This design comes from an exercise in tuning for small area, a short achievable clock period and few clock cycles per item on the open sky130 flow, not from production work. Where RTL was checked, it was by simulation tests only, not by an equivalence proof against the original. For runs 1 to 4, only the layout was checked, not whether the RTL still works. Power figures rest on the tool's default switching activity, not on a simulated workload.

## flow/design.v (module list and top-level ports; edited modules follow where they fit)
// module fp32_norm24: 17 lines
// module fp32_lzc27: 11 lines
// module fp32_mul: 91 lines
// module fp32_mul24: 953 lines
// module fp32_add: 81 lines
// module stereo_biquad: 103 lines
module stereo_biquad (
    input  wire        clk,
    input  wire        rst,           
    input  wire        cfg_we,
    input  wire [2:0]  cfg_addr,
    input  wire [31:0] cfg_wdata,
    input  wire        in_valid,
    output reg         in_ready,
    input  wire [31:0] in_l,
    input  wire [31:0] in_r,
    output reg         out_valid,
    output wire [31:0] out_l,
    output wire [31:0] out_r
);
  // ...
==> flow/flow/run.sh <==
#!/bin/bash
# Standard ORFS layout; repair_timing aims for extra setup slack so the
# design runs faster than the fixed clock constraint requires.
set -euo pipefail
bash standard.sh SETUP_SLACK_MARGIN=14 SLEW_MARGIN=60 CAP_MARGIN=60 finish > orfs_make.log 2>&1
==> flow/standard.sh <==
#!/bin/bash
# synth_recipe.tcl (not shown) runs the flow's synth.tcl, then flattens the netlist and writes it again
# the make line also repeats each setting of config.mk as NAME=value (left out here)
make -C /OpenROAD-flow-scripts/flow DESIGN_CONFIG=/design/flow/config.mk WORK_HOME=/design/flow/orfs CLKGATE_MAP_FILE= SYNTH_SCRIPT=/design/flow/synth_recipe.tcl "${@:-finish}"
==> flow/config.mk <==
export PLATFORM = sky130hd
export DESIGN_NAME = stereo_biquad
export DESIGN_NICKNAME = stereo_biquad
export VERILOG_FILES = /design/flow/design.v
export SDC_FILE = /design/flow/constraint.sdc
export NUM_CORES = 4
export LEC_CHECK = 0
export CAP_MARGIN = 20
export CORE_MARGIN = 2
export CORE_UTILIZATION = 40
export SLEW_MARGIN = 20
==> flow/constraint.sdc <==
create_clock -name core_clock -period 19.0 [get_ports {clk}]
set_input_delay 3.8000 -clock core_clock [delete_from_list [all_inputs] [get_ports {clk}]]
set_output_delay 3.8000 -clock core_clock [all_outputs]
set_load 0.01 [all_outputs]
==> metrics.csv, run 1 <==
metric,value,unit
run_status,no timing/DRC/antenna violations,
period_minus_slack,5.07,ns
buffer_share_of_cell_area,6.43,%
most_frequent_standard_cell_in_the_layout_excluding_fill_and_tap_cells,sky130_fd_sc_hd__dfxtp_1,
fp-row-count,146,
cell_at_the_slowest_stage_of_the_critical_path,sky130_fd_sc_hd__dfxtp_4,
top_regs,"u_mul.s3_r0 x48, u_mul.s3_r1 x47",
synth_most_common_cell,sky130_fd_sc_hd__dfxtp_1,
final_cell_area,75400,um^2
timing.final.hold_violations,0,
drt_first_iter_violations,5710,
crit_path_end_kind,output port,
groute.layer.met2.usage,44.5,%
well_tap_count,2072,
switching_share,46.2,%
final_net_count,8017,
fp.dieW,404,um
dominant_register_cell_in_the_synthesized_netlist,sky130_fd_sc_hd__dfxtp_1,
globalRoute.busiestLayer,met2,
clockPowerShare,17.5,%
grt_util_all_layers,27.1,%
post_synth_fa_ha_maj_area_fraction,12.3,%
power_top_consumer,combinational logic,
max_freq,0.197,GHz
tightestPinTransition,0.623,ns
comb.multi_input.count,5281,
holdPathStages,0,
area_delta_synth_final,17.8,%
sequentialPowerShare,22.5,%
post_cts_resized,614,
num-nonclk-inverters,546,
die_height,404,um
synth.top_cells.by_count,"sky130_fd_sc_hd__dfxtp_1 (928), sky130_fd_sc_hd__nand2_1 (751), sky130_fd_sc_hd__nor2_1 (546)",
hold_class,reg2reg,
final_cell_mix,"sky130_fd_sc_hd__dfxtp_1 (847), sky130_fd_sc_hd__nand2_1 (746), sky130_fd_sc_hd__nor2_1 (525)",
largest_register_ff_count,48,
detail_route.wirelength,229,mm
placement.setup.worst_slack,12.40,ns
==> run 2, diff against run 1 <==
--- a/flow/config.mk
+++ b/flow/config.mk
@@ -8,4 +8,4 @@
 export CAP_MARGIN = 20
 export CORE_MARGIN = 2
-export CORE_UTILIZATION = 40
+export CORE_UTILIZATION = 60
 export SLEW_MARGIN = 20
==> run 2 against run 1 <==
Highest routed layer unchanged. Via count increased by 1.7%. Die area decreased by 33%. Power decreased by 0.81%. Clock power decreased by 4%. First-iteration DRC count increased by 21%. Worst setup slack improved by 0.019 ns. Sequential power about the same. Flip-flop and latch count unchanged. Largest cell class unchanged. Non-clock buffer count decreased by 21. Global-route usage increased by 12 points. Worst hold slack got worse by 0.024 ns.
==> metrics.csv, run 2 <==
metric,value,unit,change
initial_utilization,60.6,%,
skew,0.0411,ns,
rsz0062_at_grt,yes,,
critical_path_buf_inv_count,1,,
insertion_delay,0.73,ns,
timing.critical_path.cells,buf_6,,
path_class,reg2out,,
dominant_register_cell_in_the_synthesized_netlist,sky130_fd_sc_hd__dfxtp_1,,
largest_register_ff_count,48,,unchanged
sequentialPowerShare,22.4,%,about the same
via_count_of_the_first_global_routing_pass,55363,,
cts_max_level,3,,
setup-violations-final,0,,
top_regs,"u_mul.s3_r0 x48, u_mul.s3_r1 x47",,
cts_made_buffers,107,,
synth_top_cells_by_area,"sky130_fd_sc_hd__dfxtp_1 (29%), sky130_fd_sc_hd__mux2i_1 (7.9%), sky130_fd_sc_hd__fa_1 (7.8%)",,
numPortBuffers,168,,
final_core_util,70.1,%,
worst_r2r_startpoint,u_mul.s3_r1[3]$_DFF_P_,,
final_net_count,8000,,-0.21%
final_cell_mix,"sky130_fd_sc_hd__dfxtp_1 (842), sky130_fd_sc_hd__nand2_1 (749), sky130_fd_sc_hd__nor2_1 (526)",,
max_buffers_root_to_sink,3,,
rr_worst_depth,23,,
setup_tns,0,ns,
power_report.internal_total,6780,uW,
via_count,57729,,
final.period_utilization,26.6,%,
firstDrtPassIters,8,,
ir_worst_vdd,217,uV,
yosys_register_bits,992,,
layout-drive-gt1-share,13.6,%,
cts_tree,built,,
num-fill-cells,8392,,
route.detailed.wl_per_inst,24.8,um,
hpwl,151,mm,
switching_share,46.6,%,+0.40 points
detail_route.wirelength,221,mm,-3.5%
synth.distinct_cells,107,,
vias_per_cell,6.49,,
timing.hold.worst.start,u_mul.s3_inf$_DFF_P_,,
run_status,no timing/DRC/antenna violations,,
period_minus_slack,5.05,ns,-0.0186 ns
power_leakage,0.0301,uW,
most_frequent_standard_cell_in_the_layout_excluding_fill_and_tap_cells,sky130_fd_sc_hd__dfxtp_1,,
cts_root_buf,sky130_fd_sc_hd__clkbuf_16,,
critical_path_cell_count,1,,
power.share.combinational,60.8,%,
syn_avg_cell_area,8.74,um^2,
slew_headroom,57.8,%,
power_per_cell_area,172,nW/um^2,
crit_path_max_incr_delay,0.40,ns,
area_delta_synth_final,15.6,%,
synth_top_area_share,29.0,%,
power.switching,5910,uW,
syn_nets,7902,,
gr-total-overflow,0,,
timing.final.hold_violations,0,,unchanged
grt_start_max_net_pins,100,,
grt_util_all_layers,38.9,%,+12 points
clockPowerShare,16.8,%,-0.7 points
synth_most_common_cell,sky130_fd_sc_hd__dfxtp_1,,
fp-row-count,119,,-18%
grt_antenna_before_repair,5,,
final-max-slew-violation-count,0,,
maxCapViolations,0,,
yosysWarnings,4,,
floorplan_die_area,109000,um^2,
critical-path-top-delay-family,flip-flops,,
floorplan.core_area,106000,um^2,
launching_element_of_the_worst_setup_path,y1r[30]$_SDFFE_PP0P_,,
ctsHoldBuffers,0,,
remaining_drc_errors,0,,
timing.critical_path.from_type,flip-flop,,
timing.critical_path.fanout_max,2,,
numClockSinks,992,,
pin_count,169,,
timing.critical_path.arrival,1.25,ns,
crit_path_end_kind,output port,,
hold_class,reg2reg,,
synth_edf_count,64,,
syn_inst,7321,,
netlist_area,64000,um^2,
synth.top_cells.by_count,"sky130_fd_sc_hd__dfxtp_1 (928), sky130_fd_sc_hd__nand2_1 (751), sky130_fd_sc_hd__nor2_1 (546)",,
max_freq,0.198,GHz,+0.37%
cp_data_required_time,15.20,ns,
holdPathStages,0,,unchanged
cell_at_the_slowest_stage_of_the_critical_path,sky130_fd_sc_hd__dfxtp_4,,
ys_async_sr_fraction,0,%,
synth_top_area_cell,sky130_fd_sc_hd__dfxtp_1,,
die_height,331,um,-18%
p_total,12700,uW,
tightestPinTransition,0.629,ns,+0.00619 ns
placer_congestion,1.03,,
synth-seq-area-share,32.0,%,
drt_first_iter_violations,6900,,+21%
top_register,u_mul.s3_r0,,
wire_length_of_the_first_global_routing_pass,330,mm,
fp.dieW,331,um,-18%
antenna_left,0,,
clock_transition_time_at_the_flip_flop_clock_pins_of_the_worst_setup_and_hold_paths,0.06,ns,
run 2: cell families (layout without fill, tap and decap cells):
| family | after synthesis | in the layout | synth area share [%] |
|---|---|---|---|
| simple gates | 2041 | 2042 | 14.9 |
| compound gates | 1695 | 1696 | 18.1 |
| buf+inv | 1050 | 1235 | 6.34 |
| flops | 992 | 992 | 32.0 |
| mux | 585 | 585 | 9.83 |
| fa+ha+maj | 483 | 483 | 12.3 |
| xor+xnor | 475 | 475 | 6.50 |
| other cells | 0 | 2 | 0 |
run 2: final cells by class:
class	instances	area [um^2]	share of cell area (%)
antenna	2	5.00	0.00677
clock buffer	140	2980	4.03
clock inverter	58	657	0.888
inverter	544	2100	2.83
multi-input combinational	5281	41000	55.4
sequential	992	20800	28.1
tap	1391	1740	2.35
timing repair buffer	490	4700	6.36
timing repair inverter	3	16.3	0.0220
run 2: power groups by stage:
stage | clock [uW] | combinational (uW) | sequential, uW
after floorplan | 0 | 5260 | 2730
after detailed placement | 0 | 7260 | 2890
after global routing | 2240 | 8500 | 2870
final | 2140 | 7710 | 2850
after CTS | 2160 | 7470 | 2840
after global placement | 0 | 7000 | 2880
run 2: timing repair:
action / CTS / global route
setup buffers: 96 / 61
pin swaps: 39 / 45
setup endpoints to repair: 229 / 184
resized for setup: 607 / 82
gates cloned: 7 / 6
run 2: layer usage:
metal	part of all wire [%]	global-route usage [%]	wire (um)
met1	38	49.5	84600
met2	46	62.8	101000
met3	10	7.86	22300
met4	6.0	20.0	13200
met5	0.019	0	43
run 2: worst paths after layout:
check | end | slack, ns
setup / recovery | out_r[30] | 13.95
hold / removal | u_mul.s4_inf$_DFF_P_ | 0.30
setup reg to reg | u_mul.s4_d[0]$_SDFF_PP0_ | 14.02
hold reg to reg | u_mul.s4_inf$_DFF_P_ | 0.30
run 2: metrics by stage:
step           hold slack [ns]  std cells  worst slack [ns]  cell area [um^2]
4_1_cts                  0.292       8825             13.87             72800
6_report                 0.304       8901             13.95             73900
2_1_floorplan            0.310       7321             14.01             64100
3_3_place_gp             0.311       8509             12.64             66700
3_5_place_dp             0.312       8524             12.49             67400
5_1_grt                  0.303       8899             13.81             73900
==> module stereo_biquad, before the edit <==
module stereo_biquad (
    input  wire        clk,
    input  wire        rst,           
    input  wire        cfg_we,
    input  wire [2:0]  cfg_addr,
    input  wire [31:0] cfg_wdata,
    input  wire        in_valid,
    output reg         in_ready,
    input  wire [31:0] in_l,
    input  wire [31:0] in_r,
    output reg         out_valid,
    output wire [31:0] out_l,
    output wire [31:0] out_r
);
    localparam [31:0] B0_RST = 32'h3EF65ADD;
    localparam [31:0] B1_RST = 32'h3F765ADD;
    localparam [31:0] B2_RST = 32'h3EF65ADD;
    localparam [31:0] A1_RST = 32'h3F2C0CB9;
    localparam [31:0] A2_RST = 32'h3E815203;
    reg [31:0] b0, b1, b2, a1, a2;
    always @(posedge clk) begin
        if (rst) begin
            b0 <= B0_RST;
            b1 <= B1_RST;
            b2 <= B2_RST;
            a1 <= A1_RST;
            a2 <= A2_RST;
        end else if (cfg_we) begin
            if (cfg_addr == 3'd0) b0 <= cfg_wdata;
            if (cfg_addr == 3'd1) b1 <= cfg_wdata;
            if (cfg_addr == 3'd2) b2 <= cfg_wdata;
            if (cfg_addr == 3'd3) a1 <= cfg_wdata;
            if (cfg_addr == 3'd4) a2 <= cfg_wdata;
        end
    end
    reg rst_q, clr_q;
    always @(posedge clk) begin
        rst_q <= rst;
        clr_q <= cfg_we && (cfg_addr == 3'd5);
    end
    reg  [18:0] slot;
    wire        start = in_valid && !(|slot[8:0]) && !slot[10] && !rst && !rst_q;
    always @(posedge clk) begin
        if (rst_q) slot <= 19'd0;
        else       slot <= {slot[17:0], start};
        in_ready  <= slot[5] && !rst && !rst_q;
        out_valid <= slot[18] && !rst && !rst_q;
    end
    reg [31:0] xl, xr;
    always @(posedge clk) begin
        xl <= in_l;
        xr <= in_r;
    end
    reg [31:0] x1l, x1r, x2l, x2r, y1l, y1r, y2l, y2r;
    assign out_l = y1l;
    assign out_r = y1r;
    wire pend_l = slot[15] | slot[16];    
    wire pend_r = slot[18];
    wire [31:0] mul_a = ({32{slot[0] | slot[2]}} & b0)
                      | ({32{slot[1] | slot[3]}} & b1)
                      | ({32{slot[4] | slot[6]}} & b2)
                      | ({32{slot[7] | slot[9]}} & a1)
                      | ({32{slot[5] | slot[8]}} & a2);
    wire [31:0] mul_b = ({32{slot[0]}} & xl)  | ({32{slot[1]}} & x1l)
                      | ({32{slot[2]}} & xr)  | ({32{slot[3]}} & x1r)
                      | ({32{slot[4]}} & x2l) | ({32{slot[6]}} & x2r)
                      | ({32{slot[7] | (slot[5] & pend_l)}} & y1l)
                      | ({32{slot[5] & !pend_l}} & y2l)
                      | ({32{slot[9] | (slot[8] & pend_r)}} & y1r)
                      | ({32{slot[8] & !pend_r}} & y2r);
    wire [31:0] prod;
    fp32_mul u_mul (.clk(clk), .a(mul_a), .b(mul_b), .y(prod));
    reg [31:0] prod_d, p4l, p4r;
    always @(posedge clk) begin
        prod_d <= prod;
        if (slot[9])  p4l <= prod;
        if (slot[12]) p4r <= prod;
    end
    reg  [31:0] sum_q;
    wire [31:0] add_a = (slot[5] | slot[7]) ? prod_d : sum_q;
    wire [31:0] add_p = slot[14] ? p4l : slot[16] ? p4r : prod;
    wire        neg   = slot[11] | slot[13] | slot[14] | slot[16];
    wire [31:0] sum;
    fp32_add u_add (.clk(clk), .a(add_a), .b({add_p[31] ^ neg, add_p[30:0]}), .y(sum));
    always @(posedge clk) sum_q <= sum;
    always @(posedge clk) begin
        if (rst_q || clr_q) begin
            x1l <= 32'd0; x1r <= 32'd0; x2l <= 32'd0; x2r <= 32'd0;
            y1l <= 32'd0; y1r <= 32'd0; y2l <= 32'd0; y2r <= 32'd0;
        end else begin
            if (slot[6]) begin
                x2l <= x1l; x1l <= xl;
                x2r <= x1r; x1r <= xr;
            end
            if (slot[16]) begin
                y2l <= y1l; y1l <= sum;
            end
            if (slot[18]) begin
                y2r <= y1r; y1r <= sum;
            end
        end
    end
endmodule
==> run 3, diff against run 2 <==
--- a/flow/design.v
+++ b/flow/design.v
@@ -1224,13 +1224,12 @@
     wire [31:0] prod;
     fp32_mul u_mul (.clk(clk), .a(mul_a), .b(mul_b), .y(prod));
-    reg [31:0] prod_d, p4l, p4r;
+    reg [31:0] hold, p4r;
     always @(posedge clk) begin
-        prod_d <= prod;
-        if (slot[9])  p4l <= prod;
+        if (slot[4] | slot[6] | slot[9]) hold <= prod;
         if (slot[12]) p4r <= prod;
     end
     reg  [31:0] sum_q;
-    wire [31:0] add_a = (slot[5] | slot[7]) ? prod_d : sum_q;
-    wire [31:0] add_p = slot[14] ? p4l : slot[16] ? p4r : prod;
+    wire [31:0] add_a = (slot[5] | slot[7]) ? hold : sum_q;
+    wire [31:0] add_p = slot[14] ? hold : slot[16] ? p4r : prod;
     wire        neg   = slot[11] | slot[13] | slot[14] | slot[16];
     wire [31:0] sum;
--- a/flow/config.mk
+++ b/flow/config.mk
@@ -8,4 +8,4 @@
 export CAP_MARGIN = 20
 export CORE_MARGIN = 2
-export CORE_UTILIZATION = 60
+export CORE_UTILIZATION = 40
 export SLEW_MARGIN = 20
==> run 3 against run 2 <==
Wire length is 5.9% higher. First-iteration DRC count is 14% lower. Count of clock-buffer cells in the layout is 7 lower. Worst setup slack worse by 0.027 ns. Critical endpoint is now out_l[12]. Core utilization is 23 points lower. Combinational power is 9.1% lower. Critical path depth stayed put. Critical path type unchanged.
==> metrics.csv, run 3 <==
metric,value,unit,change
hold_class,reg2reg,,
firstDrtPassIters,7,,-1
via_count,58218,,+0.85%
skew,0.0727,ns,+0.0316 ns
syn_nets,8055,,+1.9%
final_cell_mix,"sky130_fd_sc_hd__dfxtp_1 (805), sky130_fd_sc_hd__nand2_1 (766), sky130_fd_sc_hd__nor2_1 (556)",,
detailed_routed_wire_length_on_met2,109,mm,+7.7%
setup-violations-final,0,,unchanged
max_freq,0.197,GHz,-0.53%
grt_start_max_net_pins,97,,-3.0%
most_frequent_standard_cell_in_the_layout_excluding_fill_and_tap_cells,sky130_fd_sc_hd__dfxtp_1,,
syn_avg_cell_area,8.57,um^2,-1.9%
fp-row-count,146,,+23%
timing.critical_path.fanout_max,2,,unchanged
final_critical_path_setup_slack,13.92,ns,-0.0267 ns
tightestPinTransition,0.684,ns,+0.0550 ns
ctsHoldBuffers,0,,unchanged
area_delta_synth_final,16.2,%,
path_class,reg2out,,
initial_utilization,40.4,%,-20 points
synth_top_area_share,28.0,%,-1.0 points
floorplan_die_area,163000,um^2,+50%
largest_register_ff_count,48,,unchanged
timing.critical_path.from_type,flip-flop,,
hpwl,165,mm,+9.8%
dominant_register_cell_in_the_synthesized_netlist,sky130_fd_sc_hd__dfxtp_1,,
wire_length_of_the_first_global_routing_pass,351,mm,+6.4%
yosys_register_bits,960,,-3.2%
floorplan.core_area,159000,um^2,+50%
synth.top_cells.by_count,"sky130_fd_sc_hd__dfxtp_1 (896), sky130_fd_sc_hd__nand2_1 (768), sky130_fd_sc_hd__nor2_1 (572)",,
final_net_count,8132,,+1.7%
final-max-slew-violation-count,0,,unchanged
grt_util_all_layers,27.7,%,-11 points
setup_tns,0,ns,unchanged
maxUsedRoutingLayer,met5,,
rsz0062_at_grt,yes,,
cp_data_required_time,15.20,ns,about the same
period_minus_slack,5.08,ns,+0.0267 ns
maxCapViolations,0,,unchanged
placement.setup.worst_slack,12.72,ns,+0.226 ns
synth_top_cells_by_area,"sky130_fd_sc_hd__dfxtp_1 (28%), sky130_fd_sc_hd__fa_1 (7.8%), sky130_fd_sc_hd__mux2i_1 (6.7%)",,
cts_tree,built,,
cell_at_the_slowest_stage_of_the_critical_path,sky130_fd_sc_hd__dfxtp_4,,
timing.critical_path.cells,buf_6,,
critical_path_buf_inv_count,1,,unchanged
place_inst,9362,,+9.8%
timing.final.hold_violations,0,,unchanged
syn_inst,7474,,+2.1%
synth-seq-area-share,31.0,%,-1.0 points
met3WireLength,20.9,mm,-6.5%
synth_edf_count,64,,unchanged
numClockSinks,960,,-3.2%
power_per_cell_area,156,nW/um^2,-9.1%
via_count_of_the_first_global_routing_pass,56292,,+1.7%
clock_transition_time_at_the_flip_flop_clock_pins_of_the_worst_setup_and_hold_paths,0.06,ns,about the same
insertion_delay,0.74,ns,about the same
crit_path_max_incr_delay,0.41,ns,about the same
die_height,404,um,+22%
grt_antenna_before_repair,1,,-4
synth.distinct_cells,109,,+1.9%
met1_length,93.8,mm,+11%
max_buffers_root_to_sink,3,,unchanged
antenna_left,0,,unchanged
top_register,u_mul.s3_r0,,
gr-total-overflow,0,,unchanged
drt_first_iter_violations,5923,,-14%
synth_most_common_cell,sky130_fd_sc_hd__dfxtp_1,,
cts_root_buf,sky130_fd_sc_hd__clkbuf_16,,
run_status,no timing/DRC/antenna violations,,
slew_headroom,54.4,%,-3.4 points
cts_made_buffers,103,,-3.7%
layout-drive-gt1-share,13.2,%,-0.38 points
yosysWarnings,4,,unchanged
final.period_utilization,26.7,%,+0.14 points
ys_async_sr_fraction,0,%,unchanged
netlist_area,64100,um^2,+0.14%
critical-path-top-delay-family,flip-flops,,
synth_top_family_by_area,compound AO/OA/AOI/OAI gates,,
final-instance-count-excl-fill,9709,,+9.1%
synth_top_area_cell,sky130_fd_sc_hd__dfxtp_1,,
yosys.area_share.simple,16.6,%,+1.7 points
synth-compound-area-share,18.7,%,+0.59 points
post_synth_fa_ha_maj_area_fraction,12.3,%,-0.064 points
final_core_util,46.9,%,-23 points
synth.mux.area_fraction,8.69,%,-1.1 points
fp.dieW,404,um,+22%
remaining_drc_errors,0,,unchanged
route.detailed.wl_per_inst,24.1,um,-3.0%
synth_xor_area_share,6.44,%,-0.064 points
numPortBuffers,168,,unchanged
vias_per_cell,6.00,,-7.5%
detail_route.wirelength,234,mm,+5.9%
ir_worst_vdd,151,uV,-30%
power_leakage,0.0299,uW,-0.74%
pin_count,169,,unchanged
placer_congestion,0.958,,-7.2%
crit_path_end_kind,output port,,
top_regs,"u_mul.s3_r0 x48, u_mul.s3_r1 x47",,
cts_max_level,3,,unchanged
timing.critical_path.arrival,1.28,ns,+0.03 ns
-- run 3: logic make-up after synthesis --
logic type,Yosys count
multiplexers,504
AND/OR/NAND/NOR,2243
XOR/XNOR,471
flip-flops,960
adder cells (fa/ha/maj),480
AO/OA/AOI/OAI,1763
buffers and inverters,1053
-- run 3: metal layers --
metal  track usage (%)  vias up
li1                  -    26515
met1              35.2    28396
met2              45.4     2706
met3              5.86      599
met4              11.4        2
met5                 0        -
-- run 3: area by class of cell --
cell class	instances	area [um^2]
diodes	2	5.00
clock buffers	133	2810
clock inverters	56	623
fillers	15244	84300
inverters	533	2060
multi-input cells	5464	41800
flip-flops and latches	960	20100
well taps	2072	2590
repair buffers	489	4480
-- run 3: worst paths after layout --
path                                       startpoint                endpoint  slack (ns)  cells past startpoint
worst max-delay path             y1l[12]$_SDFFE_PP0P_               out_l[12]       13.92                      1
worst min-delay path            u_mul.s3_zero$_DFF_P_   u_mul.s4_zero$_DFF_P_        0.33                      0
worst max register to register     slot[8]$_SDFF_PP0_  u_mul.s2_lz[4]$_DFF_P_       14.08                     19
worst min register to register  u_mul.s3_zero$_DFF_P_   u_mul.s4_zero$_DFF_P_        0.33                      0
-- run 3: where the power goes --
group	switching [uW]	total, uW	leakage, uW	internal, uW
Combinational	4220	7010	0.0203	2790
Clock	892	2030	0.00167	1140
Sequential	164	2580	0.00797	2410
-- run 3: what timing repair did --
| action | in CTS | in global routing |
|---|---|---|
| pin swaps | 12 | 38 |
| gates cloned | 2 | 4 |
| setup buffers | 87 | 53 |
| gates resized for setup | 569 | 94 |
| endpoints found under the setup margin | 176 | 119 |
| hold endpoints to repair | 0 | 0 |
-- run 3: through the flow --
| step | hold WS [ns] | instance area, um^2 | power [uW] |
|---|---|---|---|
| floorplan | 0.310 | 64200 | 7490 |
| global placement | 0.310 | 67600 | 9390 |
| detailed placement | 0.313 | 68400 | 9510 |
| CTS | 0.327 | 73300 | 11600 |
| global route | 0.327 | 74500 | 12700 |
| finish | 0.327 | 74500 | 11600 |
-- run 3: worst reg2reg max path: stages, from the launching register on --
cell                       delay [ns]
sky130_fd_sc_hd__dfxtp_1         0.31
sky130_fd_sc_hd__buf_4           0.28
sky130_fd_sc_hd__a21o_1          0.24
sky130_fd_sc_hd__buf_4           0.26
sky130_fd_sc_hd__a32oi_4         0.32
sky130_fd_sc_hd__nand4_1         0.22
sky130_fd_sc_hd__nor4_4          0.42
sky130_fd_sc_hd__nand4_1         0.26
sky130_fd_sc_hd__o311ai_4        0.50
sky130_fd_sc_hd__inv_4           0.13
sky130_fd_sc_hd__a221o_1         0.40
sky130_fd_sc_hd__a31oi_4         0.23
sky130_fd_sc_hd__buf_12          0.18
sky130_fd_sc_hd__ha_1            0.18
sky130_fd_sc_hd__inv_1           0.06
sky130_fd_sc_hd__fa_1            0.46
sky130_fd_sc_hd__inv_1           0.07
sky130_fd_sc_hd__a21o_1          0.10
sky130_fd_sc_hd__a21oi_1         0.08
sky130_fd_sc_hd__xnor2_1         0.12
==> run 4, diff against run 3 <==
==> flow/flow/run.sh (replaced) <==
#!/bin/bash
# Standard ORFS layout; repair_timing aims for extra setup slack so the
# design runs faster than the fixed clock constraint requires.
set -euo pipefail
bash standard.sh SETUP_SLACK_MARGIN=13.7 SLEW_MARGIN=60 CAP_MARGIN=60 finish > orfs_make.log 2>&1
--- a/flow/config.mk
+++ b/flow/config.mk
@@ -8,4 +8,4 @@
 export CAP_MARGIN = 20
 export CORE_MARGIN = 2
-export CORE_UTILIZATION = 40
+export CORE_UTILIZATION = 60
 export SLEW_MARGIN = 20
==> run 4 against run 3 <==
Critical endpoint is now out_l[13]. Combinational power up 6.7%. First-iteration DRC count up 15%. Sequential power about the same. Clock skew shrank 0.049 ns. Sequential share of layout area increased by 0.70 points. Worst setup slack got worse by 0.21 ns. Area after synthesis stayed put. Flip-flop and latch count unchanged. Clock power increased by 2%. Synthesized cell count unchanged. Still clean on timing, DRC and antenna. Count of clock-buffer cells in the layout decreased by 1.
==> metrics.csv, run 4 <==
metric,value,unit,change
run_status,no timing/DRC/antenna violations,,
fp.dieW,331,um,-18%
fp-row-count,119,,-18%
max_buffers_root_to_sink,3,,unchanged
via_count_of_the_first_global_routing_pass,56040,,-0.45%
firstDrtPassIters,8,,+1
synth_edf_count,64,,unchanged
synth_top_cells_by_area,"sky130_fd_sc_hd__dfxtp_1 (28%), sky130_fd_sc_hd__fa_1 (7.8%), sky130_fd_sc_hd__mux2i_1 (6.7%)",,
ctsHoldBuffers,0,,unchanged
die_height,331,um,-18%
final_cell_mix,"sky130_fd_sc_hd__dfxtp_1 (824), sky130_fd_sc_hd__nand2_1 (767), sky130_fd_sc_hd__nor2_1 (555)",,
layout-drive-gt1-share,10.6,%,-2.6 points
max_freq,0.189,GHz,-4.0%
numClockSinks,960,,unchanged
rsz0062_at_grt,no,,
placer_congestion,1.03,,+7.6%
timing.critical_path.cells,clkdlybuf4s15_1,,
gr-total-overflow,0,,unchanged
initial_utilization,60.7,%,+20 points
final_cell_area,72100,um^2,-3.2%
timing.critical_path.arrival,1.49,ns,+0.21 ns
synth_top_area_cell,sky130_fd_sc_hd__dfxtp_1,,
power_leakage,0.0294,uW,-1.7%
period_minus_slack,5.29,ns,+0.213 ns
final_core_util,68.3,%,+21 points
skew,0.0234,ns,-0.0492 ns
final_net_count,8017,,-1.4%
floorplan.core_area,106000,um^2,-34%
hpwl,154,mm,-6.8%
netlist_area,64100,um^2,unchanged
cts_made_buffers,98,,-4.9%
grt_antenna_before_repair,11,,+10
syn_nets,8055,,unchanged
crit_path_max_incr_delay,0.48,ns,+0.07 ns
grt_start_max_net_pins,102,,+5.2%
most_frequent_standard_cell_in_the_layout_excluding_fill_and_tap_cells,sky130_fd_sc_hd__dfxtp_1,,
clock_transition_time_at_the_flip_flop_clock_pins_of_the_worst_setup_and_hold_paths,0.07,ns,about the same
setup_tns,0,ns,unchanged
top_regs,"u_mul.s3_r0 x48, u_mul.s3_r1 x47",,
crit_path_end_kind,output port,,
slew_headroom,54.3,%,-0.10 points
cell_at_the_slowest_stage_of_the_critical_path,sky130_fd_sc_hd__dfxtp_2,,
pin_count,169,,unchanged
largest_register_ff_count,48,,unchanged
route.detailed.wl_per_inst,24.5,um,+1.7%
antenna_left,0,,unchanged
timing.critical_path.from_type,flip-flop,,
grt_util_all_layers,38.9,%,+11 points
cts_tree,built,,
ys_async_sr_fraction,0,%,unchanged
drt_first_iter_violations,6793,,+15%
setup-violations-final,0,,unchanged
syn_avg_cell_area,8.57,um^2,unchanged
synth_top_area_share,28.0,%,unchanged
synth.top_cells.by_count,"sky130_fd_sc_hd__dfxtp_1 (896), sky130_fd_sc_hd__nand2_1 (768), sky130_fd_sc_hd__nor2_1 (572)",,
yosys_register_bits,960,,unchanged
final-max-slew-violation-count,0,,unchanged
cp_data_required_time,15.20,ns,about the same
timing.final.hold_violations,0,,unchanged
via_count,58359,,+0.24%
tightestPinTransition,0.684,ns,+0.000631 ns
power_per_cell_area,169,nW/um^2,+8.0%
critical-path-top-delay-family,flip-flops,,
numPortBuffers,168,,unchanged
area_delta_synth_final,12.6,%,
final.period_utilization,27.8,%,+1.1 points
remaining_drc_errors,0,,unchanged
vias_per_cell,6.55,,+9.2%
detail_route.wirelength,218,mm,-6.7%
synth.distinct_cells,109,,unchanged
cts_root_buf,sky130_fd_sc_hd__clkbuf_16,,
yosysWarnings,4,,unchanged
critical_path_buf_inv_count,1,,unchanged
insertion_delay,0.70,ns,-0.04 ns
ir_worst_vdd,209,uV,+38%
p_total,12200,uW,+4.6%
dominant_register_cell_in_the_synthesized_netlist,sky130_fd_sc_hd__dfxtp_1,,
cts_max_level,3,,unchanged
hold_class,reg2reg,,
dpl_cell_area,67400,um^2,-1.6%
wire_length_of_the_first_global_routing_pass,331,mm,-5.7%
maxCapViolations,0,,unchanged
timing.critical_path.fanout_max,5,,+3
synth-seq-area-share,31.0,%,unchanged
path_class,reg2out,,
top_register,u_mul.s3_r0,,
synth_most_common_cell,sky130_fd_sc_hd__dfxtp_1,,
floorplan_die_area,109000,um^2,-33%
syn_inst,7474,,unchanged
-- run 4: cell types whose count changed in the layout (fill, tap and decap cells not counted), sizes merged, moves of 2 or more --
cell	change
buf	-173
bufinv	+6
clkbuf	+2
clkdlybuf4s15	+6
clkinv	-7
clkinvlp	-4
dlygate4sd2	+57
dlymetal6s2s	-2
-- run 4: cell type report --
class                   instances  area (um^2)
inverters                     533         2040
clock buffers                 132         2790
clock inverters                52          693
multi-input cells            5463        41300
fillers                      8612        33400
flip-flops and latches        960        20000
repair buffers                380         3490
diodes                          2         5.00
well taps                    1391         1740
-- run 4: timing repair --
action | in CTS | in global routing
buffers inserted | 21 | 29
gates cloned | 3 | 1
gates resized for setup | 213 | 66
endpoints found under the setup margin | 142 | 53
pin swaps | 10 | 17
-- run 4: routing by layer --
metal  track usage [%]  routed length, um
met1              48.6              83100
met2              63.5             101000
met3              7.30              20000
met4              21.4              14100
met5                 0                 66
-- run 4: kinds of logic after synthesis --
logic type	count (synthesis)	share of synthesized area, %
and+or+nand+nor	2243	16.6
AOI/OAI and AO/OA	1763	18.7
DFF	960	31.0
xor gates and xnor gates	471	6.44
buffers and inverters	1053	6.32
adders and majority gates	480	12.3
muxes	504	8.69
-- run 4: power breakdown --
group | internal, uW | total [uW] | leakage (uW) | switching, uW
clock network | 1210 | 2070 | 0.00171 | 861
logic | 2950 | 7480 | 0.0197 | 4540
registers | 2420 | 2600 | 0.00795 | 180
total | 6570 | 12200 | 0.0294 | 5580
-- run 4: worst reg2reg max path, cell delays in order (launching register included) --
cell and delay, ns:
sky130_fd_sc_hd__dfxtp_2 0.37, sky130_fd_sc_hd__inv_2 0.11, sky130_fd_sc_hd__ha_4 0.16, sky130_fd_sc_hd__or3b_4 0.42, sky130_fd_sc_hd__xnor2_2 0.16, sky130_fd_sc_hd__inv_1 0.11
sky130_fd_sc_hd__ha_4 0.31, sky130_fd_sc_hd__and2_4 0.19, sky130_fd_sc_hd__a41oi_2 0.11, sky130_fd_sc_hd__buf_4 0.18, sky130_fd_sc_hd__o21a_4 0.14, sky130_fd_sc_hd__and3_2 0.27
sky130_fd_sc_hd__nor2_4 0.16, sky130_fd_sc_hd__inv_4 0.09, sky130_fd_sc_hd__buf_12 0.17, sky130_fd_sc_hd__ha_1 0.34, sky130_fd_sc_hd__o21ai_1 0.12, sky130_fd_sc_hd__a21boi_1 0.11
sky130_fd_sc_hd__o21ai_1 0.18, sky130_fd_sc_hd__or3b_2 0.50, sky130_fd_sc_hd__xor2_2 0.22, sky130_fd_sc_hd__a21oi_2 0.08, sky130_fd_sc_hd__a21oi_2 0.17, sky130_fd_sc_hd__nor2_1 0.05
sky130_fd_sc_hd__a21oi_1 0.18, sky130_fd_sc_hd__nor3_2 0.07
-- run 4: worst paths after layout --
check,start,endpoint,slack (ns),cells after the start
worst max-delay path,y1l[13]$_SDFFE_PP0P_,out_l[13],13.71,1
worst min-delay path,u_add.s2_e[1]$_DFF_P_,u_add.s3_e[1]$_DFF_P_,0.32,0
worst max register to register,u_add.s3_e[1]$_DFF_P_,y1r[30]$_SDFFE_PP0P_,13.86,25
worst min register to register,u_add.s2_e[1]$_DFF_P_,u_add.s3_e[1]$_DFF_P_,0.32,0
-- run 4: through the flow --
step | setup slack, ns | hold WS (ns) | instances
finish | 13.71 | 0.320 | 8913
global route | 13.60 | 0.331 | 8913
CTS | 13.70 | 0.323 | 8875
detailed placement | 12.62 | 0.312 | 8667
global placement | 12.33 | 0.310 | 8654
floorplan | 13.72 | 0.310 | 7474
==> run 5, diff against run 4 <==
--- a/flow/design.v
+++ b/flow/design.v
@@ -1171,7 +1171,20 @@
     localparam [31:0] A1_RST = 32'h3F2C0CB9;
     localparam [31:0] A2_RST = 32'h3E815203;
+    reg        rst_q;
+    reg [5:0]  cwe;         
+    reg [31:0] cwd;
+    always @(posedge clk) begin
+        rst_q  <= rst;
+        cwe[0] <= cfg_we && (cfg_addr == 3'd0);
+        cwe[1] <= cfg_we && (cfg_addr == 3'd1);
+        cwe[2] <= cfg_we && (cfg_addr == 3'd2);
+        cwe[3] <= cfg_we && (cfg_addr == 3'd3);
+        cwe[4] <= cfg_we && (cfg_addr == 3'd4);
+        cwe[5] <= cfg_we && (cfg_addr == 3'd5);
+        cwd    <= cfg_wdata;
+    end
     reg [31:0] b0, b1, b2, a1, a2;
     always @(posedge clk) begin
-        if (rst) begin
+        if (rst_q) begin
             b0 <= B0_RST;
             b1 <= B1_RST;
@@ -1179,17 +1192,12 @@
             a1 <= A1_RST;
             a2 <= A2_RST;
-        end else if (cfg_we) begin
-            if (cfg_addr == 3'd0) b0 <= cfg_wdata;
-            if (cfg_addr == 3'd1) b1 <= cfg_wdata;
-            if (cfg_addr == 3'd2) b2 <= cfg_wdata;
-            if (cfg_addr == 3'd3) a1 <= cfg_wdata;
-            if (cfg_addr == 3'd4) a2 <= cfg_wdata;
+        end else begin
+            if (cwe[0]) b0 <= cwd;
+            if (cwe[1]) b1 <= cwd;
+            if (cwe[2]) b2 <= cwd;
+            if (cwe[3]) a1 <= cwd;
+            if (cwe[4]) a2 <= cwd;
         end
     end
-    reg rst_q, clr_q;
-    always @(posedge clk) begin
-        rst_q <= rst;
-        clr_q <= cfg_we && (cfg_addr == 3'd5);
-    end
     reg  [18:0] slot;
     wire        start = in_valid && !(|slot[8:0]) && !slot[10] && !rst && !rst_q;
@@ -1237,5 +1245,5 @@
     always @(posedge clk) sum_q <= sum;
     always @(posedge clk) begin
-        if (rst_q || clr_q) begin
+        if (rst_q || cwe[5]) begin
             x1l <= 32'd0; x1r <= 32'd0; x2l <= 32'd0; x2r <= 32'd0;
             y1l <= 32'd0; y1r <= 32'd0; y2l <= 32'd0; y2r <= 32'd0;
==> flow/flow/run.sh (replaced) <==
#!/bin/bash
# Standard ORFS layout; repair_timing aims for extra setup slack so the
# design runs faster than the fixed clock constraint requires.
set -euo pipefail
bash standard.sh SETUP_SLACK_MARGIN=14 SLEW_MARGIN=20 CAP_MARGIN=20 finish > orfs_make.log 2>&1
==> run 5 against run 4 <==
Clock skew up 0.063 ns. Flip-flop and latch count grew 37. Wire length is 1.0% lower. Non-clock buffer count up 67. Worst setup slack improved by 0.21 ns. Clock power rose by 3%. Largest cell class unchanged.
==> metrics.csv, run 5 <==
metric,value,unit,change
run_status,no timing/DRC/antenna violations,,
layout-drive-gt1-share,12.3,%,+1.7 points
grt_start_max_net_pins,98,,-3.9%
hold_end,u_add.s3_e[1]$_DFF_P_,,
synth.top_cells.by_count,"sky130_fd_sc_hd__dfxtp_1 (933), sky130_fd_sc_hd__nor2_1 (625), sky130_fd_sc_hd__inv_1 (513)",,
slew_headroom,15.2,%,-39 points
cts_made_buffers,104,,+6.1%
setup-violations-final,0,,unchanged
via_count_of_the_first_global_routing_pass,54882,,-2.1%
fp-row-count,120,,+0.84%
syn_avg_cell_area,8.94,um^2,+4.2%
worst-r2r-setup-slack,14.04,ns,+0.18 ns
setup_tns,0,ns,unchanged
vias_per_cell,6.52,,-0.45%
ys_async_sr_fraction,0,%,unchanged
final_cell_area,72900,um^2,+1.2%
timing.critical_path.fanout_max,4,,-1
synth-seq-area-share,32.0,%,+1.1 points
cts_max_level,3,,unchanged
power_per_cell_area,191,nW/um^2,+14%
final_net_count,7827,,-2.4%
most_frequent_standard_cell_in_the_layout_excluding_fill_and_tap_cells,sky130_fd_sc_hd__dfxtp_1,,
holdPathStages,0,,unchanged
ctsHoldBuffers,0,,unchanged
crit_path_max_incr_delay,0.44,ns,-0.04 ns
rr_worst_depth,20,,-20%
yosys_register_bits,997,,+3.9%
final-max-slew-violation-count,0,,unchanged
num-fill-cells,8595,,-0.20%
max_buffers_root_to_sink,3,,unchanged
clock_transition_time_at_the_flip_flop_clock_pins_of_the_worst_setup_and_hold_paths,0.07,ns,about the same
synth_top_area_share,29.1,%,+1.1 points
gr-total-overflow,0,,unchanged
grt_util_all_layers,37.8,%,-1.1 points
initial_utilization,60.3,%,-0.40 points
die_height,331,um,+0.15%
power_leakage,0.0297,uW,+1.2%
place_inst,8398,,-3.1%
final.period_utilization,26.7,%,-1.1 points
drt_first_iter_violations,6800,,+0.10%
firstDrtPassIters,11,,+3
top_regs,"u_mul.s3_r0 x48, u_mul.s3_r1 x47",,
ir_worst_vdd,317,uV,+52%
route.detailed.wl_per_inst,24.7,um,+0.94%
maxCapViolations,0,,unchanged
cp_data_required_time,15.20,ns,about the same
critical-path-top-delay-family,flip-flops,,
pin_count,169,,unchanged
syn_inst,7192,,-3.8%
period_minus_slack,5.08,ns,-0.214 ns
hold_class,reg2reg,,
yosysWarnings,4,,unchanged
remaining_drc_errors,0,,unchanged
area_delta_synth_final,13.5,%,
numPortBuffers,168,,unchanged
final_cell_mix,"sky130_fd_sc_hd__dfxtp_1 (849), sky130_fd_sc_hd__nor2_1 (618), sky130_fd_sc_hd__inv_1 (507)",,
tightestPinTransition,1.27,ns,+0.582 ns
antenna_left,0,,unchanged
netlist_area,64300,um^2,+0.31%
worst_r2r_startpoint,slot[16]$_SDFF_PP0_,,
cell_at_the_slowest_stage_of_the_critical_path,sky130_fd_sc_hd__dfxtp_4,,
detail_route.wirelength,216,mm,-1.0%
via_count,56954,,-2.4%
path_class,reg2out,,
insertion_delay,0.74,ns,+0.04 ns
wire_length_of_the_first_global_routing_pass,327,mm,-1.4%
timing.final.hold_violations,0,,unchanged
cts_tree,built,,
timing.critical_path.arrival,1.28,ns,-0.21 ns
dominant_register_cell_in_the_synthesized_netlist,sky130_fd_sc_hd__dfxtp_1,,
synth_top_area_cell,sky130_fd_sc_hd__dfxtp_1,,
timing.critical_path.cells,buf_6,,
hpwl,150,mm,-3.0%
synth_edf_count,64,,unchanged
grt_antenna_before_repair,12,,+1
syn_nets,7773,,-3.5%
floorplan.core_area,107000,um^2,+0.98%
top_register,u_mul.s3_r0,,
critical_path_buf_inv_count,1,,unchanged
fp.dieW,331,um,+0.15%
rsz0062_at_grt,yes,,
largest_register_ff_count,48,,unchanged
synth.distinct_cells,108,,-0.92%
max_freq,0.197,GHz,+4.2%
numClockSinks,997,,+3.9%
timing.critical_path.from_type,flip-flop,,
final-instance-count-excl-fill,8738,,-2.0%
placer_congestion,1.02,,-1.1%
launching_element_of_the_worst_setup_path,y1r[26]$_SDFFE_PP0P_,,
crit_path_end_kind,output port,,
worstReg2RegEnd,u_add.s2_mz[0]$_DFF_P_,,
synth_top_cells_by_area,"sky130_fd_sc_hd__dfxtp_1 (29%), sky130_fd_sc_hd__mux2i_1 (7.8%), sky130_fd_sc_hd__fa_1 (7.8%)",,
timing.hold.worst.start,u_add.s2_e[1]$_DFF_P_,,
floorplan_die_area,110000,um^2,+0.31%
cts_root_buf,sky130_fd_sc_hd__clkbuf_16,,
dpl_cell_area,66900,um^2,-0.62%
synth_most_common_cell,sky130_fd_sc_hd__dfxtp_1,,
skew,0.0866,ns,+0.0632 ns
==> run 5: cell families after synthesis <==
| group | Yosys count | share of synthesized area (%) |
|---|---|---|
| AO/OA/AOI/OAI | 1802 | 19.4 |
| XOR/XNOR | 473 | 6.45 |
| adder cells (fa/ha/maj) | 482 | 12.3 |
| buffers and inverters | 1033 | 6.26 |
| flip-flops | 997 | 32.0 |
| multiplexers | 599 | 10.1 |
| AND/OR/NAND/NOR | 1806 | 13.4 |
==> run 5: worst max path at each step <==
| stage | end | slack [ns] | cells after the start |
|---|---|---|---|
| floorplan | u_mul.s4_d[0]$_SDFF_PP0_ | 14.02 | 19 |
| global placement | u_add.s2_mz[0]$_DFF_P_ | 12.68 | 19 |
| detailed placement | u_add.s2_mz[0]$_DFF_P_ | 12.57 | 19 |
| CTS | out_r[25] | 13.90 | 1 |
| global route | u_add.s2_mz[0]$_DFF_P_ | 13.79 | 19 |
| finish | out_r[26] | 13.92 | 1 |
==> run 5: metrics by stage <==
step	utilization [%]	hold WS, ns	total power, uW	worst slack (ns)
after global routing	68.4	0.330	15100	13.79
final	68.4	0.315	14000	13.92
after floorplan	-	0.310	8900	14.02
after CTS	67.4	0.304	13700	13.90
after detailed placement	62.8	0.312	11400	12.57
after global placement	62.8	0.311	11200	12.68
==> run 5: cell type report <==
type	instances	area, um^2	area share [%]
Multi-Input combinational cell	5164	40500	55.5
Sequential cell	997	20900	28.6
Timing Repair Buffer	447	4130	5.66
Clock buffer	146	2970	4.07
Inverter	531	2040	2.80
Tap cell	1403	1760	2.41
Clock inverter	47	652	0.894
Timing Repair inverter	1	7.51	0.0103
Antenna cell	2	5.00	0.00686
==> run 5: per-layer routing <==
layer | track usage (%) | vias to the layer above | part of all wire, %
met5 | 0 | - | 0.060
met4 | 18.4 | 22 | 5.3
met3 | 6.65 | 726 | 8.9
met2 | 61.0 | 3074 | 46
met1 | 49.0 | 27494 | 40
li1 | - | 25638 | -
==> run 5: repair_timing <==
action                                  CTS  global route
endpoints found under the setup margin  267           147
setup buffers                            82            52
cloned                                    3             7
pin swaps                                15            40
resized for setup                       581           113
==> run 5: power by group <==
part | switching (uW) | leakage, uW | internal [uW] | total, uW
clock | 899 | 0.00175 | 1230 | 2130
sequential | 303 | 0.00837 | 2590 | 2890
combinational | 5420 | 0.0196 | 3530 | 8950
==> run 5: worst register-to-register path, delay by kind of cell, from the launching register on <==
family,cells,cell delay (ns)
compound gates,3,0.67
fa+ha+maj,2,0.67
buf+inv,5,0.93
flops,1,0.49
mux,6,1.42
simple gates,4,0.68
Testbench counts of run 5, summed over its fixed seeds: cycles 42,992, items 4,096.
==> run 6, diff against run 5 <==
==> flow/flow/run.sh (replaced) <==
#!/bin/bash
# Standard ORFS layout; repair_timing aims for extra setup slack so the
# design runs faster than the fixed clock constraint requires.
set -euo pipefail
bash standard.sh SETUP_SLACK_MARGIN=14 SLEW_MARGIN=60 CAP_MARGIN=60 finish > orfs_make.log 2>&1
--- a/flow/config.mk
+++ b/flow/config.mk
@@ -8,4 +8,4 @@
 export CAP_MARGIN = 20
 export CORE_MARGIN = 2
-export CORE_UTILIZATION = 60
+export CORE_UTILIZATION = 72
 export SLEW_MARGIN = 20
==> run 6 against run 5 <==
Still clean. Sequential share of layout area shrank 0.14 points. Wire length grew 5.1%. Worst setup slack lost 0.070 ns. Global-route usage grew 9.0 points. Cell count shrank 2.6%. Combinational power grew about 20%. Via count grew 6.3%. Flip-flop and latch count is the same. Critical path type is now reg2reg. Critical endpoint is now u_mul.s4_ovf$_DFF_P_. Largest power group unchanged. Highest routed layer unchanged.
==> metrics.csv, run 6 <==
metric,value,unit,change
timing.critical_path.from_type,flip-flop,,
max_buffers_root_to_sink,3,,unchanged
skew,0.0440,ns,-0.0426 ns
slew_headroom,56.5,%,+41 points
initial_utilization,72.7,%,+12 points
fp-row-count,109,,-9.2%
syn_nets,7773,,unchanged
synth_edf_count,64,,unchanged
via_count_of_the_first_global_routing_pass,58177,,+6.0%
dpl_cell_area,67200,um^2,+0.33%
cts_max_level,3,,unchanged
grt_util_all_layers,46.7,%,+9.0 points
worst-r2r-setup-slack,13.85,ns,-0.19 ns
largest_register_ff_count,48,,unchanged
hpwl,146,mm,-2.7%
gr-total-overflow,0,,unchanged
top_register,u_mul.s3_r0,,
pin_count,169,,unchanged
final_net_count,7836,,+0.11%
maxCapViolations,0,,unchanged
period_minus_slack,5.15,ns,+0.0703 ns
vias_per_cell,7.12,,+9.2%
area_delta_synth_final,14.1,%,
dominant_register_cell_in_the_synthesized_netlist,sky130_fd_sc_hd__dfxtp_1,,
final-max-slew-violation-count,0,,unchanged
tightestPinTransition,0.646,ns,-0.621 ns
most_frequent_standard_cell_in_the_layout_excluding_fill_and_tap_cells,sky130_fd_sc_hd__dfxtp_1,,
numPortBuffers,168,,unchanged
max_freq,0.194,GHz,-1.4%
yosys_register_bits,997,,unchanged
hold_class,reg2reg,,
timing.final.hold_violations,0,,unchanged
synth_top_area_share,29.1,%,unchanged
power_per_cell_area,214,nW/um^2,+12%
netlist_area,64300,um^2,unchanged
final.period_utilization,27.1,%,+0.37 points
synth.top_cells.by_count,"sky130_fd_sc_hd__dfxtp_1 (933), sky130_fd_sc_hd__nor2_1 (625), sky130_fd_sc_hd__inv_1 (513)",,
numClockSinks,997,,unchanged
final_cell_area,73300,um^2,+0.52%
floorplan_die_area,91700,um^2,-16%
synth_top_cells_by_area,"sky130_fd_sc_hd__dfxtp_1 (29%), sky130_fd_sc_hd__mux2i_1 (7.8%), sky130_fd_sc_hd__fa_1 (7.8%)",,
drt_first_iter_violations,9558,,+41%
hold_slack,0.325,ns,+0.0103 ns
placer_congestion,1.04,,+2.3%
cp_data_required_time,19.59,ns,+4.39 ns
final_cell_mix,"sky130_fd_sc_hd__dfxtp_1 (844), sky130_fd_sc_hd__nor2_1 (610), sky130_fd_sc_hd__inv_1 (506)",,
syn_avg_cell_area,8.94,um^2,unchanged
layout-drive-gt1-share,13.5,%,+1.2 points
timing.critical_path.fanout_max,6,,+2
synth_top_area_cell,sky130_fd_sc_hd__dfxtp_1,,
route.detailed.wl_per_inst,26.7,um,+8.0%
ys_async_sr_fraction,0,%,unchanged
crit_path_end_kind,flip-flop,,
detail_route.wirelength,227,mm,+5.1%
top_regs,"u_mul.s3_r0 x48, u_mul.s3_r1 x47",,
synth.distinct_cells,108,,unchanged
grt_start_max_net_pins,90,,-8.2%
run_status,no timing/DRC/antenna violations,,
die_height,303,um,-8.6%
cts_tree,built,,
setup-violations-final,0,,unchanged
ir_worst_vdd,378,uV,+19%
rr_worst_depth,22,,+10%
num-fill-cells,5094,,-41%
holdPathStages,0,,unchanged
cts_root_buf,sky130_fd_sc_hd__clkbuf_16,,
final_core_util,83.0,%,+15 points
cts_made_buffers,99,,-4.8%
rsz0062_at_grt,yes,,
yosysWarnings,4,,unchanged
power_leakage,0.0298,uW,+0.20%
synth-seq-area-share,32.0,%,unchanged
fp.dieW,303,um,-8.6%
insertion_delay,0.73,ns,about the same
path_class,reg2reg,,
grt_antenna_before_repair,10,,-2
setup_tns,0,ns,unchanged
syn_inst,7192,,unchanged
timing.critical_path.arrival,5.73,ns,+4.45 ns
clock_transition_time_at_the_flip_flop_clock_pins_of_the_worst_setup_and_hold_paths,0.06,ns,about the same
antenna_left,0,,unchanged
remaining_drc_errors,0,,unchanged
firstDrtPassIters,22,,+11
floorplan.core_area,88400,um^2,-17%
via_count,60568,,+6.3%
synth_most_common_cell,sky130_fd_sc_hd__dfxtp_1,,
p_total,15700,uW,+12%
wire_length_of_the_first_global_routing_pass,334,mm,+2.1%
## run 6: cell counts after synthesis
No cell type changed its count.
## run 6: power by group
group	leakage (uW)	internal, uW	switching (uW)
combinational	0.0197	4010	6680
clock	0.00173	1200	903
sequential	0.00837	2590	318
total	0.0298	7800	7900
## run 6: area by class of cell
type                    instances  area, um^2  area share (%)
multi-input cells            5162       41000            55.9
flip-flops and latches        997       20900            28.5
repair buffers                464        4460            6.08
clock buffers                 131        2800            3.82
inverters                     531        2050            2.79
well taps                    1165        1460            1.99
clock inverters                54         711           0.969
diodes                          4        10.0          0.0137
## run 6: final timing paths
| path | end | startpoint |
|---|---|---|
| worst max-delay path | u_mul.s4_ovf$_DFF_P_ | u_mul.s3_r0[3]$_DFF_P_ |
| worst min-delay path | u_add.s3_e[1]$_DFF_P_ | u_add.s2_e[1]$_DFF_P_ |
| worst max register to register | u_mul.s4_ovf$_DFF_P_ | u_mul.s3_r0[3]$_DFF_P_ |
| worst min register to register | u_add.s3_e[1]$_DFF_P_ | u_add.s2_e[1]$_DFF_P_ |
## run 6: stage by stage
step | setup WS [ns] | instances
final | 13.85 | 8508
after global placement | 12.52 | 8141
after global routing | 13.72 | 8504
after floorplan | 14.02 | 7192
after detailed placement | 12.62 | 8162
after CTS | 13.93 | 8436
## run 6: cells by family after synthesis
family                   Yosys count  share of synthesized area (%)
AND/OR/NAND/NOR                 1806                           13.4
AO/OA/AOI/OAI                   1802                           19.4
adder cells (fa/ha/maj)          482                           12.3
flip-flops                       997                           32.0
XOR/XNOR                         473                           6.45
multiplexers                     599                           10.1
buffers and inverters           1033                           6.26
## run 6: timing repair
item	4_1_cts	5_1_grt
pin swaps	19	43
setup buffers	86	52
gates resized for setup	558	119
hold buffers	0	0
gates cloned	3	6
setup endpoints to repair	183	131
hold endpoints to repair	0	0
## run 6: routing by layer
metal  share of wire, %  vias to the layer above  GRT usage, %
li1                   -                    25639             -
met1                 34                    28349          55.3
met2                 44                     4983          73.7
met3                 12                     1579          13.1
met4                8.8                       18          32.6
met5              0.053                        -             0
## run 6: critical path, cell delays in order, from the launching register on
cell                         delay (ns)
sky130_fd_sc_hd__dfxtp_2           0.33
sky130_fd_sc_hd__ha_4              0.29
sky130_fd_sc_hd__nand4_1           0.16
sky130_fd_sc_hd__a211oi_2          0.34
sky130_fd_sc_hd__o31a_1            0.25
sky130_fd_sc_hd__a311oi_2          0.13
sky130_fd_sc_hd__nand4b_1          0.31
sky130_fd_sc_hd__a211oi_4          0.39
sky130_fd_sc_hd__a31oi_4           0.13
sky130_fd_sc_hd__o21ai_2           0.18
sky130_fd_sc_hd__xnor2_2           0.17
sky130_fd_sc_hd__buf_12            0.15
sky130_fd_sc_hd__clkinvlp_4        0.19
sky130_fd_sc_hd__ha_4              0.24
sky130_fd_sc_hd__ha_4              0.17
sky130_fd_sc_hd__xor2_2            0.20
sky130_fd_sc_hd__or3_4             0.45
sky130_fd_sc_hd__nor3_4            0.15
sky130_fd_sc_hd__nor3b_4           0.26
sky130_fd_sc_hd__nand2_1           0.08
sky130_fd_sc_hd__o21a_2            0.26
sky130_fd_sc_hd__inv_1             0.10
sky130_fd_sc_hd__nor2_1            0.05
==> run 7, diff against run 6 <==
--- a/flow/config.mk
+++ b/flow/config.mk
@@ -8,4 +8,4 @@
 export CAP_MARGIN = 20
 export CORE_MARGIN = 2
-export CORE_UTILIZATION = 72
+export CORE_UTILIZATION = 60
 export SLEW_MARGIN = 20
==> run 7 against run 6 <==
Critical path type is now reg2out. Worst setup slack improved by 0.085 ns. Combinational power decreased by 16%. Cell count rose by 2.9%. Clock power is 3% lower. Largest cell class unchanged. Maximum frequency rose by 1.7%. Register-to-register slack improved by 0.24 ns. Highest routed layer unchanged. Power fell by 11%.
==> metrics.csv, run 7 <==
metric,value,unit,change
run_status,no timing/DRC/antenna violations,,
timing.critical_path.cells,buf_6,,
ir_worst_vdd,334,uV,-12%
via_count,56706,,-6.4%
hold_slack,0.317,ns,-0.00830 ns
critical-path-top-delay-family,flip-flops,,
grt_start_max_net_pins,98,,+8.9%
pin_count,169,,unchanged
die_height,331,um,+9.4%
via_count_of_the_first_global_routing_pass,54734,,-5.9%
maxCapViolations,0,,unchanged
setup-violations-final,0,,unchanged
area_delta_synth_final,14.3,%,
cts_tree,built,,
final.period_utilization,26.6,%,-0.45 points
placer_congestion,1.02,,-2.3%
drt_first_iter_violations,6861,,-28%
ys_async_sr_fraction,0,%,unchanged
tightestPinTransition,0.683,ns,+0.0371 ns
maxUsedRoutingLayer,met5,,
critical_path_buf_inv_count,1,,-2
cts_max_level,3,,unchanged
synth_most_common_cell,sky130_fd_sc_hd__dfxtp_1,,
initial_utilization,60.3,%,-12 points
final-max-slew-violation-count,0,,unchanged
insertion_delay,0.74,ns,about the same
largest_register_ff_count,48,,unchanged
hpwl,151,mm,+3.6%
num-fill-cells,8455,,+66%
top_register,u_mul.s3_r0,,
power_per_cell_area,190,nW/um^2,-11%
final_net_count,7843,,+0.089%
hold_class,reg2reg,,
synth-seq-area-share,32.0,%,unchanged
numClockSinks,997,,unchanged
power_leakage,0.0298,uW,+0.11%
syn_avg_cell_area,8.94,um^2,unchanged
setup_tns,0,ns,unchanged
cts_root_buf,sky130_fd_sc_hd__clkbuf_16,,
timing.critical_path.arrival,1.26,ns,-4.47 ns
antenna_left,0,,unchanged
top_regs,"u_mul.s3_r0 x48, u_mul.s3_r1 x47",,
remaining_drc_errors,0,,unchanged
cts_made_buffers,101,,+2.0%
crit_path_max_incr_delay,0.42,ns,-0.03 ns
grt_util_all_layers,37.8,%,-9.0 points
grt_antenna_before_repair,10,,unchanged
period_minus_slack,5.06,ns,-0.0846 ns
synth.top_cells.by_count,"sky130_fd_sc_hd__dfxtp_1 (933), sky130_fd_sc_hd__nor2_1 (625), sky130_fd_sc_hd__inv_1 (513)",,
clock_transition_time_at_the_flip_flop_clock_pins_of_the_worst_setup_and_hold_paths,0.06,ns,about the same
synth_top_cells_by_area,"sky130_fd_sc_hd__dfxtp_1 (29%), sky130_fd_sc_hd__mux2i_1 (7.8%), sky130_fd_sc_hd__fa_1 (7.8%)",,
skew,0.0748,ns,+0.0307 ns
syn_inst,7192,,unchanged
syn_nets,7773,,unchanged
numPortBuffers,168,,unchanged
path_class,reg2out,,
synth_top_area_share,29.1,%,unchanged
final_cell_mix,"sky130_fd_sc_hd__dfxtp_1 (845), sky130_fd_sc_hd__nor2_1 (611), sky130_fd_sc_hd__inv_1 (505)",,
gr-total-overflow,0,,unchanged
detailed_routed_wire_length_on_met2,98.9,mm,-2.1%
met1_length,86.4,mm,+10%
max_freq,0.198,GHz,+1.7%
netlist_area,64300,um^2,unchanged
wire_length_of_the_first_global_routing_pass,326,mm,-2.1%
met3WireLength,19.4,mm,-31%
synth.distinct_cells,108,,unchanged
cell_at_the_slowest_stage_of_the_critical_path,sky130_fd_sc_hd__dfxtp_4,,
most_frequent_standard_cell_in_the_layout_excluding_fill_and_tap_cells,sky130_fd_sc_hd__dfxtp_1,,
worst-r2r-setup-slack,14.09,ns,+0.24 ns
floorplan.core_area,107000,um^2,+21%
dominant_register_cell_in_the_synthesized_netlist,sky130_fd_sc_hd__dfxtp_1,,
fp.dieW,331,um,+9.4%
max_buffers_root_to_sink,3,,unchanged
synth_edf_count,64,,unchanged
yosys_register_bits,997,,unchanged
firstDrtPassIters,9,,-59%
detail_route.wirelength,216,mm,-4.9%
route.detailed.wl_per_inst,24.7,um,-7.6%
vias_per_cell,6.48,,-9.0%
rsz0062_at_grt,yes,,
crit_path_end_kind,output port,,
floorplan_die_area,110000,um^2,+20%
timing.final.hold_violations,0,,unchanged
slew_headroom,54.1,%,-2.4 points
p_total,13900,uW,-11%
synth_top_area_cell,sky130_fd_sc_hd__dfxtp_1,,
yosysWarnings,4,,unchanged
fp-row-count,120,,+10%
timing.critical_path.from_type,flip-flop,,
cp_data_required_time,15.20,ns,-4.39 ns
timing.critical_path.fanout_max,2,,-4
layout-drive-gt1-share,13.3,%,-0.20 points
-- run 7: logic make-up (layout without fill, tap and decap cells) --
family                   Yosys count  in the layout  synth area share [%]
other                              0              2                     0
AND/OR/NAND/NOR                 1806           1806                  13.4
adder cells (fa/ha/maj)          482            482                  12.3
multiplexers                     599            599                  10.1
flip-flops                       997            997                  32.0
AO/OA/AOI/OAI                   1802           1802                  19.4
XOR/XNOR                         473            473                  6.45
buffers and inverters           1033           1190                  6.26
-- run 7: through the flow --
step,util [%],worst slack (ns),cell area [um^2],instances
floorplan,-,14.02,64300,7192
global placement,62.8,12.68,66900,8397
detailed placement,63.4,12.89,67600,8419
CTS,67.9,13.92,72300,8694
global route,68.9,13.93,73500,8752
finish,68.9,13.94,73500,8754
-- run 7: report_power, final --
| group | total (uW) | internal, uW | switching, uW |
|---|---|---|---|
| clock | 2050 | 1160 | 890 |
| combinational | 8990 | 3560 | 5430 |
| sequential | 2890 | 2590 | 300 |
| total | 13900 | 7310 | 6620 |
-- run 7: cell type report --
class | count | area, um^2 | area share, %
Timing Repair Buffer | 469 | 4450 | 6.06
Antenna cell | 2 | 5.00 | 0.00681
Clock inverter | 44 | 564 | 0.768
Multi-Input combinational cell | 5162 | 40900 | 55.6
Tap cell | 1403 | 1760 | 2.39
Clock buffer | 146 | 2910 | 3.96
Sequential cell | 997 | 20900 | 28.4
Inverter | 531 | 2040 | 2.78
-- run 7: worst paths after layout --
| path | endpoint | cells past startpoint | startpoint |
|---|---|---|---|
| worst min register to register | u_add.s3_e[1]$_DFF_P_ | 0 | u_add.s2_e[1]$_DFF_P_ |
| worst min-delay path | u_add.s3_e[1]$_DFF_P_ | 0 | u_add.s2_e[1]$_DFF_P_ |
| worst max-delay path | out_r[26] | 1 | y1r[26]$_SDFFE_PP0P_ |
| worst max register to register | u_mul.s4_d[1]$_SDFF_PP0_ | 20 | u_mul.s3_r1[10]$_DFF_P_ |
-- run 7: timing repair --
item                       4_1_cts  5_1_grt
setup buffers                   82       50
pin swaps                       15       36
setup endpoints to repair      164       92
cloned                           3        4
gates resized for setup        582       94
hold buffers                     0        0
hold endpoints to repair         0        0
-- run 7: per-layer routing --
layer  global-route usage, %  up-vias
met4                    18.2       12
li1                        -    25623
met5                       0        -
met1                    49.4    27391
met2                    61.0     3010
met3                    6.40      670
==> run 8, diff against run 7 <==
--- a/flow/config.mk
+++ b/flow/config.mk
@@ -9,3 +9,6 @@
 export CORE_MARGIN = 2
 export CORE_UTILIZATION = 60
+export CTS_BUF_LIST = sky130_fd_sc_hd__clkbuf_16
+export CTS_CLUSTER_DIAMETER = 120
+export CTS_CLUSTER_SIZE = 28
 export SLEW_MARGIN = 20
==> run 8 against run 7 <==
Still clean on timing, DRC and antenna. Non-clock buffer count is 4 higher. Cell count shrank 1.3%. Core utilization down 1.8 points. Synthesized cell count unchanged. Global-route usage down 0.43 points. Worst setup slack got worse by 0.0074 ns. First-iteration DRC count down 3.6%. Wire length fell by 0.66%. Largest power group unchanged.
==> metrics.csv, run 8 <==
metric,value,unit,change
run_status,no timing/DRC/antenna violations,,
power_leakage,0.0289,uW,-3.1%
synth.top_cells.by_count,"sky130_fd_sc_hd__dfxtp_1 (933), sky130_fd_sc_hd__nor2_1 (625), sky130_fd_sc_hd__inv_1 (513)",,
die_height,331,um,unchanged
worst-r2r-setup-slack,14.09,ns,about the same
placer_congestion,1.02,,unchanged
fp-row-count,120,,unchanged
area_taken_by_flip_flops_and_latches,20900,um^2,about the same
firstDrtPassIters,8,,-1
insertion_delay,0.71,ns,-0.03 ns
cts_max_level,2,,-1
rsz0062_at_grt,yes,,
final-max-slew-violation-count,0,,unchanged
final_critical_path_setup_slack,13.93,ns,-0.00740 ns
yosys_register_bits,997,,unchanged
skew,0.0377,ns,-0.0370 ns
synth_edf_count,64,,unchanged
antenna_left,0,,unchanged
grt_start_max_net_pins,98,,unchanged
vias_per_cell,6.51,,+0.52%
gr-total-overflow,0,,unchanged
numPortBuffers,168,,unchanged
slew_headroom,56.5,%,+2.4 points
hpwl,151,mm,unchanged
top_register,u_mul.s3_r0,,
tightestPinTransition,0.640,ns,-0.0433 ns
via_count_of_the_first_global_routing_pass,53776,,-1.8%
hold_class,reg2reg,,
holdPathStages,0,,unchanged
most_frequent_standard_cell_in_the_layout_excluding_fill_and_tap_cells,sky130_fd_sc_hd__dfxtp_1,,
worstReg2RegEnd,u_mul.s4_d[3]$_SDFF_PP0_,,
pin_count,169,,unchanged
grt_antenna_before_repair,10,,unchanged
synth-seq-area-share,32.0,%,unchanged
[run 8: changes by cell type in the layout (fill, tap and decap cells not counted), moves of 3 or more]
cell	change
sky130_fd_sc_hd__clkbuf_8	-19
sky130_fd_sc_hd__inv_1	+7
sky130_fd_sc_hd__clkinv_16	-3
sky130_fd_sc_hd__inv_16	+3
sky130_fd_sc_hd__clkbuf_1	-25
sky130_fd_sc_hd__clkinv_2	-18
sky130_fd_sc_hd__clkinv_4	-4
sky130_fd_sc_hd__clkbuf_16	-54
sky130_fd_sc_hd__bufinv_16	-4
[run 8: timing repair]
| action | 4_1_cts | 5_1_grt |
|---|---|---|
| buffers inserted | 81 | 52 |
| pin swaps | 15 | 40 |
| gates resized for setup | 583 | 99 |
| hold endpoints to repair | 0 | 0 |
| endpoints found under the setup margin | 168 | 106 |
| cloned | 3 | 7 |
[run 8: area by class of cell]
class | count | share of cell area [%]
flip-flops and latches | 997 | 29.2
clock inverters | 23 | 0.422
clock buffers | 45 | 1.57
well taps | 1403 | 2.45
multi-input cells | 5162 | 57.1
inverters | 531 | 2.86
repair buffers | 473 | 6.37
diodes | 2 | 0.00700
[run 8: cell families after synthesis]
group                    after synthesis  share of synthesized area [%]
AO/OA/AOI/OAI                       1802                           19.4
buffers and inverters               1033                           6.26
AND/OR/NAND/NOR                     1806                           13.4
adder cells (fa/ha/maj)              482                           12.3
XOR/XNOR                             473                           6.45
multiplexers                         599                           10.1
flip-flops                           997                           32.0
[run 8: layer usage]
metal  global-route usage [%]  vias to the layer above  part of all wire, %
met1                     48.9                    27115                   40
met3                     6.71                      655                  9.1
met5                        0                        -                0.041
li1                         -                    25464                    -
met4                     16.7                       12                  5.3
met2                     60.4                     2987                   45
[run 8: worst max-delay path by stage]
stage,endpoint,slack [ns],depth (start not counted)
final,out_r[28],13.93,1
after global routing,u_mul.s4_d[3]$_SDFF_PP0_,13.91,20
after CTS,out_r[26],13.91,1
after detailed placement,u_add.s2_mz[0]$_DFF_P_,12.89,18
after global placement,u_add.s2_mz[0]$_DFF_P_,12.68,19
after floorplan,u_mul.s4_d[0]$_SDFF_PP0_,14.02,19
[run 8: worst reg2reg max path, stage by stage (launching register included)]
cell                         delay, ns
sky130_fd_sc_hd__dfxtp_2          0.35
sky130_fd_sc_hd__ha_4             0.25
sky130_fd_sc_hd__a2111o_1         0.37
sky130_fd_sc_hd__o31a_1           0.34
sky130_fd_sc_hd__a311oi_4         0.34
sky130_fd_sc_hd__nand4b_1         0.29
sky130_fd_sc_hd__a211oi_2         0.14
sky130_fd_sc_hd__a31oi_2          0.27
sky130_fd_sc_hd__o21ai_2          0.09
sky130_fd_sc_hd__xnor2_2          0.21
sky130_fd_sc_hd__buf_12           0.14
sky130_fd_sc_hd__clkinvlp_4       0.16
sky130_fd_sc_hd__ha_4             0.22
sky130_fd_sc_hd__ha_4             0.16
sky130_fd_sc_hd__xor2_2           0.18
sky130_fd_sc_hd__or3_4            0.43
sky130_fd_sc_hd__nor3_4           0.15
sky130_fd_sc_hd__nor3b_4          0.23
sky130_fd_sc_hd__and3_1           0.18
sky130_fd_sc_hd__o22a_2           0.23
sky130_fd_sc_hd__a21oi_2          0.08
[run 8: metrics by stage]
stage          cells  utilization [%]  cell area, um^2  total power, uW
2_1_floorplan   7192                -            64300             8900
3_3_place_gp    8397             62.8            66900            11200
3_5_place_dp    8419             63.4            67600            11500
4_1_cts         8571             65.9            70300            12900
5_1_grt         8634             67.1            71500            14300
6_report        8636             67.1            71500            13100
[run 8: power by group]
group,leakage (uW),internal [uW],switching [uW]
sequential,0.00836,2590,301
clock,0.000719,481,723
combinational,0.0198,3580,5440

Check on run 8: ideal ports give 13.931 ns setup slack; a clkbuf_16 on the clock port and buf_2 on the inputs give 13.853 ns; moving port delays by the midpoint clock arrival (0.766 ns) as well gives 14.086 ns.
